Background: an optimization exercise with open tools, aiming at small area, a short achievable clock period and few clock cycles. Do not read the settings as production practice.
For this run, only the layout was checked, not whether the RTL still works.

<file path="design/flow/run.sh">
#!/bin/bash
# synth_recipe.tcl (not shown) runs the flow's synth.tcl, then flattens the netlist and writes it again
# the make line also repeats each setting of config.mk as NAME=value (left out here)
make -C /OpenROAD-flow-scripts/flow DESIGN_CONFIG=/design/flow/config.mk WORK_HOME=/design/flow/orfs CLKGATE_MAP_FILE= SYNTH_SCRIPT=/design/flow/synth_recipe.tcl finish
</file>
<file path="design/flow/config.mk">
export PLATFORM = sky130hd
export DESIGN_NAME = sumedh_engine
export DESIGN_NICKNAME = sumedh_engine
export VERILOG_FILES = /design/flow/design.v
export SDC_FILE = /design/flow/constraint.sdc
export NUM_CORES = 4
export LEC_CHECK = 0
export CAP_MARGIN = 20
export CORE_MARGIN = 2
export CORE_UTILIZATION = 40
export SLEW_MARGIN = 20
</file>
<file path="design/flow/design.v">
module sumedh_engine (
    input  wire        clk,
    input  wire        rst,           
    output wire        mem_valid,
    output wire        mem_we,
    output wire [15:0] mem_addr,
    output wire [15:0] mem_wdata,
    input  wire        mem_ready,
    input  wire [15:0] mem_rdata,
    output wire        halted,
    output wire        fault_valid,
    output wire [2:0]  fault_cause,
    output wire [15:0] fault_addr,
    output wire [15:0] fault_word,
    output wire [15:0] fault_info,
    output wire [15:0] pc_out,
    output wire [3:0]  flags,         
    input  wire [2:0]  dbg_sel,
    output wire [15:0] dbg_data
);
    localparam [2:0] S_FETCH = 3'd0,    
                     S_RUN   = 3'd1,    
                     S_MEM   = 3'd2,    
                     S_WB    = 3'd3,    
                     S_MD    = 3'd4,    
                     S_HALT  = 3'd5;
    localparam [2:0] F_UNKNOWN_OP = 3'd1,
                     F_PROTECTED  = 3'd2,
                     F_STACK_OVF  = 3'd3,
                     F_STACK_UNF  = 3'd4,
                     F_DIV_ZERO   = 3'd5,
                     F_BAD_REG    = 3'd6;
    reg [15:0] x0, x1, x2, x3, x4, x5, x6, x7;
    reg [15:0] P;         
    reg [15:0] IR;        
    reg [15:0] R;         
    reg [15:0] AR;        
    reg        fz, fn, fc, fv;
    reg        flt;
    reg [2:0]  cause;
    reg [2:0]  state;
    reg        src_ir;    
    reg        pf;        
    reg [2:0]  wb_dst;
    reg        wb_pc;
    reg [3:0]  cnt;
    reg        md_div;
    wire run    = (state == S_RUN);
    wire halt_s = (state == S_HALT);
    function [15:0] rsel(input [2:0] i);
        case (i)
            3'd0: rsel = x0;
            3'd1: rsel = x1;
            3'd2: rsel = x2;
            3'd3: rsel = x3;
            3'd4: rsel = x4;
            3'd5: rsel = x5;
            3'd6: rsel = x6;
            default: rsel = x7;
        endcase
    endfunction
    function [3:0] msb16(input [15:0] v);
        integer k;
        begin
            msb16 = 4'd0;
            for (k = 1; k < 16; k = k + 1)
                if (v[k]) msb16 = k[3:0];
        end
    endfunction
    wire [15:0] cur = (run && !src_ir) ? mem_rdata : IR;
    wire [3:0]  op  = cur[15:12];
    wire [2:0]  rd  = cur[11:9];
    wire [2:0]  rs  = cur[8:6];
    wire        imm = cur[0];
    wire is_hlt  = (op == 4'h0);
    wire is_add  = (op == 4'h1);
    wire is_mul  = (op == 4'h3);
    wire is_div  = (op == 4'h4);
    wire is_sh   = (op == 4'h8);
    wire is_ldst = (op == 4'hA) || (op == 4'hB);
    wire is_st   = (op == 4'hB);
    wire is_stk  = (op == 4'hC);
    wire is_cmp  = (op == 4'hD);
    wire is_br   = (op == 4'hE);
    wire is_cr   = (op == 4'hF);
    wire is_alu  = (op == 4'h1) || (op == 4'h2) || (op == 4'h5) || (op == 4'h6) ||
                   (op == 4'h7) || (op == 4'h9);
    wire [1:0] smode  = cur[11:10];
    wire is_pop  = is_stk && (smode == 2'd1);
    wire is_push = is_stk && !smode[0];
    wire is_call = is_cr && !cur[11];
    wire is_ret  = is_cr && cur[11];
    wire stk_up  = is_pop || is_ret;            
    wire [2:0]  a_idx = halt_s ? dbg_sel : rd;
    wire [2:0]  b_idx = is_stk ? cur[3:1] : (is_sh ? cur[5:3] : rs);
    wire [15:0] a_val = rsel(a_idx);
    wire [15:0] b_reg = rsel(b_idx);
    wire [15:0] sp    = x0;
    wire [15:0] b_val = (imm && !is_cmp) ? {8'd0, cur[8:1]} : b_reg;
    wire        sub   = !is_add;
    wire [16:0] as    = {1'b0, a_val} + {1'b0, sub ? ~b_val : b_val} + {16'd0, sub};
    wire        a_lt_b = !as[16];
    wire [15:0] sh_n   = imm ? {10'd0, cur[8:3]} : b_reg;
    wire        sh_big = |sh_n[15:4];
    wire [3:0]  sh_k   = sh_n[3:0];
    wire [1:0]  sh_m   = cur[2:1];
    wire [3:0]  ramt   = (sh_m == 2'd0) ? (4'd0 - sh_k) : sh_k;
    wire [15:0] rot1   = ramt[0] ? {a_val[0],     a_val[15:1]}  : a_val;
    wire [15:0] rot2   = ramt[1] ? {rot1[1:0],    rot1[15:2]}   : rot1;
    wire [15:0] rot4   = ramt[2] ? {rot2[3:0],    rot2[15:4]}   : rot2;
    wire [15:0] rot    = ramt[3] ? {rot4[7:0],    rot4[15:8]}   : rot4;
    wire [15:0] hm     = 16'hFFFF >> sh_k;
    reg  [15:0] lm;
    integer j;
    always @(*) for (j = 0; j < 16; j = j + 1) lm[j] = hm[15 - j];
    reg  [15:0] sh_res;
    always @(*) begin
        case (sh_m)
            2'd0: sh_res = sh_big ? 16'd0 : (rot & lm);
            2'd1: sh_res = sh_big ? 16'd0 : (rot & hm);
            2'd2: sh_res = sh_big ? {16{a_val[15]}} : ((rot & hm) | ({16{a_val[15]}} & ~hm));
            default: sh_res = rot;
        endcase
    end
    wire div_same = !imm && (rs == rd);
    reg [15:0] alu_res;
    always @(*) begin
        case (op)
            4'h1, 4'h2: alu_res = as[15:0];
            4'h4:       alu_res = {15'd0, div_same};
            4'h5:       alu_res = a_val & b_val;
            4'h6:       alu_res = a_val | b_val;
            4'h7:       alu_res = a_val ^ b_val;
            4'h8:       alu_res = sh_res;
            default:    alu_res = b_val;                  
        endcase
    end
    wire [15:0] agu_base = is_ldst ? b_reg : sp;
    wire [15:0] agu_off  = is_ldst ? {{10{cur[5]}}, cur[5:0]} : (stk_up ? 16'd1 : 16'hFFFF);
    wire [15:0] agu      = agu_base + agu_off;
    wire [15:0] br_off = is_br ? {{7{cur[8]}}, cur[8:0]} : {{5{cur[10]}}, cur[10:0]};
    wire [15:0] br_tgt = P + br_off;
    reg         br_taken;
    always @(*) begin
        case (cur[11:9])
            3'd0: br_taken = fz;
            3'd1: br_taken = !fz;
            3'd2: br_taken = !fn && !fz;
            3'd3: br_taken = fn;
            3'd4: br_taken = !fn || fz;
            3'd5: br_taken = fn || fz;
            3'd6: br_taken = 1'b1;
            default: br_taken = 1'b0;
        endcase
    end
    wire sp_ovf  = (sp[15:12] != 4'hF);
    wire sp_unf  = &sp;
    wire ea_prot = !agu[15] && (agu[14:8] != 7'd0);
    wire sh_bad  = !imm && (cur[8:6] != 3'd0);
    wire stk_bad = !smode[1] && (cur[9:4] != 6'd0);
    wire div0    = (b_val == 16'd0);
    reg        rf;             
    reg [2:0]  rf_cause;
    reg [15:0] rf_info;
    always @(*) begin
        rf = 1'b1;
        rf_cause = F_BAD_REG;
        rf_info  = {10'd0, cur[8:3]};
        if (is_div && div0) begin
            rf_cause = F_DIV_ZERO;
            rf_info  = 16'd0;
        end else if (is_sh && sh_bad) begin
            rf_cause = F_BAD_REG;
            rf_info  = {10'd0, cur[8:3]};
        end else if (is_ldst && ea_prot) begin
            rf_cause = F_PROTECTED;
            rf_info  = agu;
        end else if (is_stk && smode == 2'd3) begin
            rf_cause = F_UNKNOWN_OP;
            rf_info  = 16'h000C;
        end else if (is_stk && stk_bad) begin
            rf_cause = F_BAD_REG;
            rf_info  = {7'd0, cur[9:1]};
        end else if ((is_push || is_call) && sp_ovf) begin
            rf_cause = F_STACK_OVF;
            rf_info  = sp;
        end else if ((is_pop || is_ret) && sp_unf) begin
            rf_cause = F_STACK_UNF;
            rf_info  = sp;
        end else
            rf = 1'b0;
    end
    wire [3:0]  b_msb = msb16(b_val);
    wire        mbit  = b_val[cnt];
    wire [16:0] md_x  = {R, md_div & a_val[15]};
    wire [16:0] md_y  = md_div ? ~{1'b0, b_val} : {1'b0, (mbit ? a_val : 16'd0)};
    wire [17:0] md_s  = {1'b0, md_x} + {1'b0, md_y} + {17'd0, md_div};
    wire        md_ge = md_s[17];
    wire [15:0] md_r  = (md_div && !md_ge) ? md_x[15:0] : md_s[15:0];
    wire [15:0] md_q  = {a_val[14:0], md_ge};
    wire div_fast = div_same || a_lt_b;
    wire mul_fast = (b_msb == 4'd0);                  
    reg        w_en;
    reg [2:0]  w_idx;
    reg [15:0] w_dat;
    always @(*) begin
        w_en  = 1'b0;
        w_idx = rd;
        w_dat = alu_res;
        case (state)
            S_RUN: begin
                if (!rf) begin
                    if (is_alu || is_sh || (is_div && div_fast))
                        w_en = 1'b1;
                    if (is_mul && mul_fast) begin
                        w_en  = 1'b1;
                        w_dat = b_val[0] ? a_val : 16'd0;
                    end
                    if (is_stk || is_cr) begin
                        w_en  = 1'b1;
                        w_idx = 3'd0;
                        w_dat = agu;
                    end
                end
            end
            S_WB: begin
                w_en  = !wb_pc;
                w_idx = wb_dst;
                w_dat = mem_rdata;
            end
            S_MD: begin
                w_en  = md_div || (cnt == 4'd0);
                w_dat = md_div ? md_q : md_r;
            end
            default: ;
        endcase
    end
    always @(posedge clk) begin
        if (rst) begin
            x0 <= 16'hFFFF;
            x1 <= 16'd0; x2 <= 16'd0; x3 <= 16'd0;
            x4 <= 16'd0; x5 <= 16'd0; x6 <= 16'd0; x7 <= 16'd0;
        end else if (w_en) begin
            case (w_idx)
                3'd0: x0 <= w_dat;
                3'd1: x1 <= w_dat;
                3'd2: x2 <= w_dat;
                3'd3: x3 <= w_dat;
                3'd4: x4 <= w_dat;
                3'd5: x5 <= w_dat;
                3'd6: x6 <= w_dat;
                default: x7 <= w_dat;
            endcase
        end
    end
    wire ir_wr = (IR[15:12] == 4'hB) ||                        
                 (IR[15:12] == 4'hC && !IR[10]) ||             
                 (IR[15:12] == 4'hF && !IR[11]);               
    assign mem_valid = (state == S_FETCH) || run || (state == S_MEM) ||
                       (state == S_MD && cnt == 4'd0);
    assign mem_we    = (state == S_MEM) && ir_wr;
    assign mem_addr  = (state == S_MEM) ? AR : P;
    assign mem_wdata = R;
    assign halted      = halt_s;
    assign fault_valid = flt;
    assign fault_cause = cause;
    assign fault_addr  = P - 16'd1;
    assign fault_word  = IR;
    assign fault_info  = R;
    assign pc_out      = P;
    assign flags       = {fz, fn, fc, fv};
    assign dbg_data    = a_val;
    wire [15:0] P1 = P + 16'd1;
    always @(posedge clk) begin
        if (rst) begin
            P      <= 16'd0;
            IR     <= 16'd0;
            R      <= 16'd0;
            AR     <= 16'd0;
            fz     <= 1'b0;
            fn     <= 1'b0;
            fc     <= 1'b0;
            fv     <= 1'b0;
            flt    <= 1'b0;
            cause  <= 3'd0;
            state  <= S_FETCH;
            src_ir <= 1'b0;
            pf     <= 1'b0;
            wb_dst <= 3'd0;
            wb_pc  <= 1'b0;
            cnt    <= 4'd0;
            md_div <= 1'b0;
        end else begin
            case (state)
                S_FETCH: begin
                    if (mem_ready) begin
                        P      <= P1;
                        src_ir <= 1'b0;
                        state  <= S_RUN;
                    end
                end
                S_RUN: begin
                    IR <= cur;
                    if (rf) begin
                        flt   <= 1'b1;
                        cause <= rf_cause;
                        R     <= rf_info;
                        state <= S_HALT;
                    end else if (is_hlt) begin
                        state <= S_HALT;
                    end else if (is_ldst || is_stk || is_cr) begin
                        AR    <= (is_push || is_call) ? sp : agu;
                        R     <= is_call ? P :
                                 is_st   ? a_val :
                                 smode[1] ? {7'd0, cur[9:1]} : b_reg;
                        pf    <= mem_ready && !is_cr;
                        if (is_call)
                            P <= br_tgt;
                        state <= S_MEM;
                    end else if (is_mul && !mul_fast) begin
                        R      <= a_val;
                        cnt    <= b_msb - 4'd1;
                        md_div <= 1'b0;
                        state  <= S_MD;
                    end else if (is_div && !div_fast) begin
                        R      <= 16'd0;
                        cnt    <= 4'd15;
                        md_div <= 1'b1;
                        state  <= S_MD;
                    end else if (is_br && br_taken) begin
                        P     <= br_tgt;
                        state <= S_FETCH;
                    end else begin
                        if (is_cmp) begin
                            fz <= (as[15:0] == 16'd0);
                            fn <= as[15];
                            fc <= a_lt_b;
                            fv <= (a_val[15] != b_val[15]) && (as[15] != a_val[15]);
                        end
                        if (mem_ready) begin
                            P      <= P1;
                            src_ir <= 1'b0;
                            state  <= S_RUN;
                        end else
                            state  <= S_FETCH;
                    end
                end
                S_MEM: begin
                    if (mem_ready) begin
                        if (IR[15:12] == 4'hF) begin
                            if (IR[11]) begin
                                wb_pc <= 1'b1;
                                state <= S_WB;
                            end else
                                state <= S_FETCH;
                        end else begin
                            wb_pc  <= 1'b0;
                            wb_dst <= (IR[15:12] == 4'hA) ? IR[11:9] : IR[3:1];
                            if (pf && !(ir_wr && AR == P)) begin
                                IR     <= mem_rdata;
                                P      <= P1;
                                src_ir <= 1'b1;
                            end else
                                pf     <= 1'b0;
                            state <= ir_wr ? ((pf && AR != P) ? S_RUN : S_FETCH) : S_WB;
                        end
                    end else
                        pf <= 1'b0;
                end
                S_WB: begin
                    if (wb_pc) begin
                        P     <= mem_rdata;
                        state <= S_FETCH;
                    end else
                        state <= pf ? S_RUN : S_FETCH;
                end
                S_MD: begin
                    R   <= md_r;
                    cnt <= cnt - 4'd1;
                    if (cnt == 4'd0) begin
                        if (mem_ready) begin
                            P      <= P1;
                            src_ir <= 1'b0;
                            state  <= S_RUN;
                        end else
                            state  <= S_FETCH;
                    end
                end
                default: ;    
            endcase
        end
    end
endmodule
</file>
<file path="design/flow/constraint.sdc">
create_clock -name core_clock -period 36.0 [get_ports {clk}]
set_input_delay 7.2000 -clock core_clock [delete_from_list [all_inputs] [get_ports {clk}]]
set_output_delay 7.2000 -clock core_clock [all_outputs]
set_load 0.01 [all_outputs]
</file>
==> flow_summary.ini <==
[detailed_routing]
postRouteWirelength_mm = 129
dr.pass1.iters = 8
drc_errors = 0
wire_per_inst_microns = 31.9
drt-vias-per-instance = 6.85
drt_iter0_markers = 3849
drtAntennaViolNets = 0
dr_total_vias = 27600

[clock_network]
path_clk_slew_ns = 0.05
clockBufferDepth = 3
htreeDepth = 1
clock_latency_ns = 0.59
cts_root_buf = clkbuf_16
postCtsHoldBufs = 0
cts.sinks = 214
cts.repair.resized = 0
cts_buffers = 27
postCtsSetupRepairBufs = 0
cts_tree = built

[min_path]
hp-start = cause[2]$_SDFFE_PP0P_
min_path_type = flop to flop

[synth]
ys_ff_latch = 214
synth.area.top_cells = dfxtp_1 (18%), nand2_1 (6.2%), nor2_1 (5.8%), mux2i_1 (5.6%), ha_1 (5.5%)
netlist_instances = 3208
synth_top_area_share_pct = 18.5
synth_cell_types = 121
yosys_warnings = 1
synthTopCellsByCount = nand2_1 (380), nor2_1 (358), a21oi_1 (232), dfxtp_1 (214), o21ai_0 (180)
avgSynthCellArea_sq_um = 7.22
ys_seq_area_share_pct = 18.5
async_reset_ff_share_pct = 0
synthFlopType = dfxtp_1
synth_edf_count = 0
syn_area_sq_mm = 0.0232
synth_most_common_cell = nand2_1
synth_area_leader_cell = dfxtp_1
synth_fp_nets = 3336

[global_routing]
grt_usage_pct = 41.5
overflow = 0
grt_pass1_vias = 25000
grt_max_degree = 67
grt_pass1_wl_mm = 183
grt_antenna_before_repair = 3

[floorplanning]
core-area_sq_mm = 0.0575
top_level_ports = 145
initial_core_util_pct = 40.3
rows = 88
die_h_microns = 245
die_x_microns = 245
fp.dieArea_sq_mm = 0.0599

[setup_path]
worst_setup_path_end_kind = output pin
cp-startpoint = dbg_sel[0]
cp_data_required_time_ns = 28.80
worstSetupPathType = input pin to output pin
critPathArrivalTime_ns = 10.99
start_kind = input pin
r2r_start = state[1]$_SDFFE_PP0P_
crit_fanout = 40

[cells_and_area]
area_growth_pct = 13.6
drive_gt1_share_pct = 9.67
nFillCells = 5933
nets = 3374
stdcell_area_sq_mm = 0.0263

[timing]
max_freq_ghz = 0.0550
drv_slew = 0
hold_viol = 0
fin_skew_ns = 0.0211
setup_tns_ns = 0
rsz0062_at_grt = no
period_minus_slack_ns = 18.19
worst_slew_pin_slew_ns = 1.23
finalSetupViolCount = 0
max-slew-margin-rel_pct = 17.6
hold_slack_ns = 0.464
fin_crit_sh_pct = 50.5

[place]
port-buffer-count = 144
placed_cell_area_sq_mm = 0.0254
dpl.hpwl_mm = 97.2
place_congestion = 1.06

[flow_run]
maxCapViolCount = 0

[outcome]
status = no timing/DRC/antenna violations
==> area by class of cell <==
| cell class | instances | area (sq um) | area share, % |
|---|---|---|---|
| well taps | 765 | 957 | 3.64 |
| multi-input cells | 2632 | 17400 | 66.0 |
| clock inverters | 16 | 179 | 0.680 |
| repair buffers | 274 | 2420 | 9.20 |
| flip-flops and latches | 214 | 4280 | 16.3 |
| inverters | 97 | 364 | 1.38 |
| clock buffers | 34 | 752 | 2.86 |
| diodes | 1 | 2.50 | 0.00951 |
==> through the flow <==
| step | util, % | std cells | setup WS, ns |
|---|---|---|---|
| 2_1_floorplan | - | 3208 | 19.47 |
| 3_3_place_gp | 44.1 | 3981 | 18.01 |
| 3_5_place_dp | 44.1 | 3981 | 17.89 |
| 4_1_cts | 45.7 | 4031 | 17.87 |
| 5_1_grt | 45.8 | 4032 | 17.64 |
| 6_report | 45.8 | 4033 | 17.81 |
==> worst max-delay path, stage by stage <==
cell and delay [ns]:
clkdlybuf4s50_1 0.44, and4b_1 0.27, a21oi_1 0.87, nand2_1 0.27, buf_4 0.34, nor3_1 0.42
nand2_1 0.12, o31ai_2 0.08, buf_4 0.33, clkdlybuf4s50_1 0.61
==> sequential cells by signal (all words and copies together), names as in the netlist, 3 cells and up <==
| register | cells |
|---|---|
| AR | 16 |
| IR | 16 |
| P | 16 |
| R | 16 |
| x0 | 16 |
| x1 | 16 |
| x2 | 16 |
| x3 | 16 |
| x4 | 16 |
| x5 | 16 |
| x6 | 16 |
| x7 | 16 |
| cnt | 4 |
| cause | 3 |
| state | 3 |
| wb_dst | 3 |
==> placed cells by master (no fill, tap or decap), types with 18 or more instances in the layout <==
| master | netlist | routed |
|---|---|---|
| o211a_1 | 18 | 18 |
| a211oi_1 | 152 | 152 |
| o21a_1 | 21 | 21 |
| and2_1 | 22 | 21 |
| nand4_1 | 25 | 25 |
| a22o_1 | 23 | 23 |
| a211o_1 | 19 | 19 |
| clkdlybuf4s50_1 | 0 | 143 |
| mux2_2 | 18 | 18 |
| nor2b_1 | 24 | 23 |
| o21ai_1 | 27 | 27 |
| clkbuf_16 | 0 | 27 |
| nand2b_1 | 33 | 33 |
| a22oi_1 | 35 | 35 |
| o211ai_1 | 55 | 55 |
| a21o_1 | 26 | 26 |
| o221ai_1 | 21 | 21 |
| or3_1 | 20 | 20 |
| a221oi_1 | 20 | 20 |
| buf_4 | 26 | 130 |
| nand3_1 | 70 | 70 |
| xor2_1 | 55 | 55 |
| o31ai_1 | 21 | 18 |
| nor3_1 | 73 | 71 |
| a21oi_1 | 232 | 231 |
| ha_1 | 101 | 101 |
| xnor2_1 | 75 | 75 |
| nor2_1 | 358 | 354 |
| mux2i_1 | 129 | 126 |
| a31oi_1 | 34 | 33 |
| o21ai_0 | 180 | 178 |
| dfxtp_1 | 214 | 214 |
| and3_1 | 27 | 27 |
| nand2_1 | 380 | 380 |
| a311oi_1 | 23 | 23 |
| inv_1 | 90 | 90 |
| nor4_1 | 26 | 26 |
==> cell families (layout without fill, tap and decap cells) <==
logic type / after synthesis / after routing / share of synthesized area [%]
AO/OA/AOI/OAI: 1109 / 1109 / 33.7
flip-flops: 214 / 214 / 18.5
buffers and inverters: 362 / 421 / 6.98
other: 0 / 1 / 0
XOR/XNOR: 133 / 133 / 5.15
multiplexers: 159 / 159 / 7.46
adder cells (fa/ha/maj): 106 / 106 / 5.89
AND/OR/NAND/NOR: 1125 / 1125 / 22.4
==> final timing paths <==
path	to	slack, ns	depth (start not counted)
max	dbg_data[8]	17.81	10
min	cause[2]$_SDFFE_PP0P_	0.46	2
max reg2reg	x6[15]$_SDFFE_PP0P_	24.79	33
min reg2reg	cause[2]$_SDFFE_PP0P_	0.46	2
==> per-layer routing <==
metal	vias to the layer above	share of wire, %	GRT usage (%)
li1	12000	-	-
met2	1911	41	61.2
met5	-	0.020	0
met1	13300	41	56.3
met4	4	6.9	23.3
met3	425	11	8.19

[separate check: timing with driven ports]
In the flow no input, the clock included, has a driving cell. The finished layout below was timed again as built, in two steps. Step 1, drivers: a clkbuf_16 drives clk and a buf_2 each remaining input, both assumed. Step 2 adds t to the input delays and takes it off the output delays; t is the mean of the earliest and latest rising clock arrival at the registers after step 1. Input paths then give back, and output paths get back, about the clock's delay inside the block. Three values: ideal ports, drivers, drivers and shift; two values: the first two.
t, ns: 0.645
slack for setup (ns): 17.809 / 17.787 / 17.787
worst hold slack (ns): 0.464 / 0.464 / 0.464
worst register clock-pin slew, ns: 0.07 / 0.07
worst slew at a driven data input, ns: 0.06
After both steps this run still meets setup and hold. For this run, drivers alone change the setup slack by -0.022 ns; drivers and shift together by -0.022 ns.
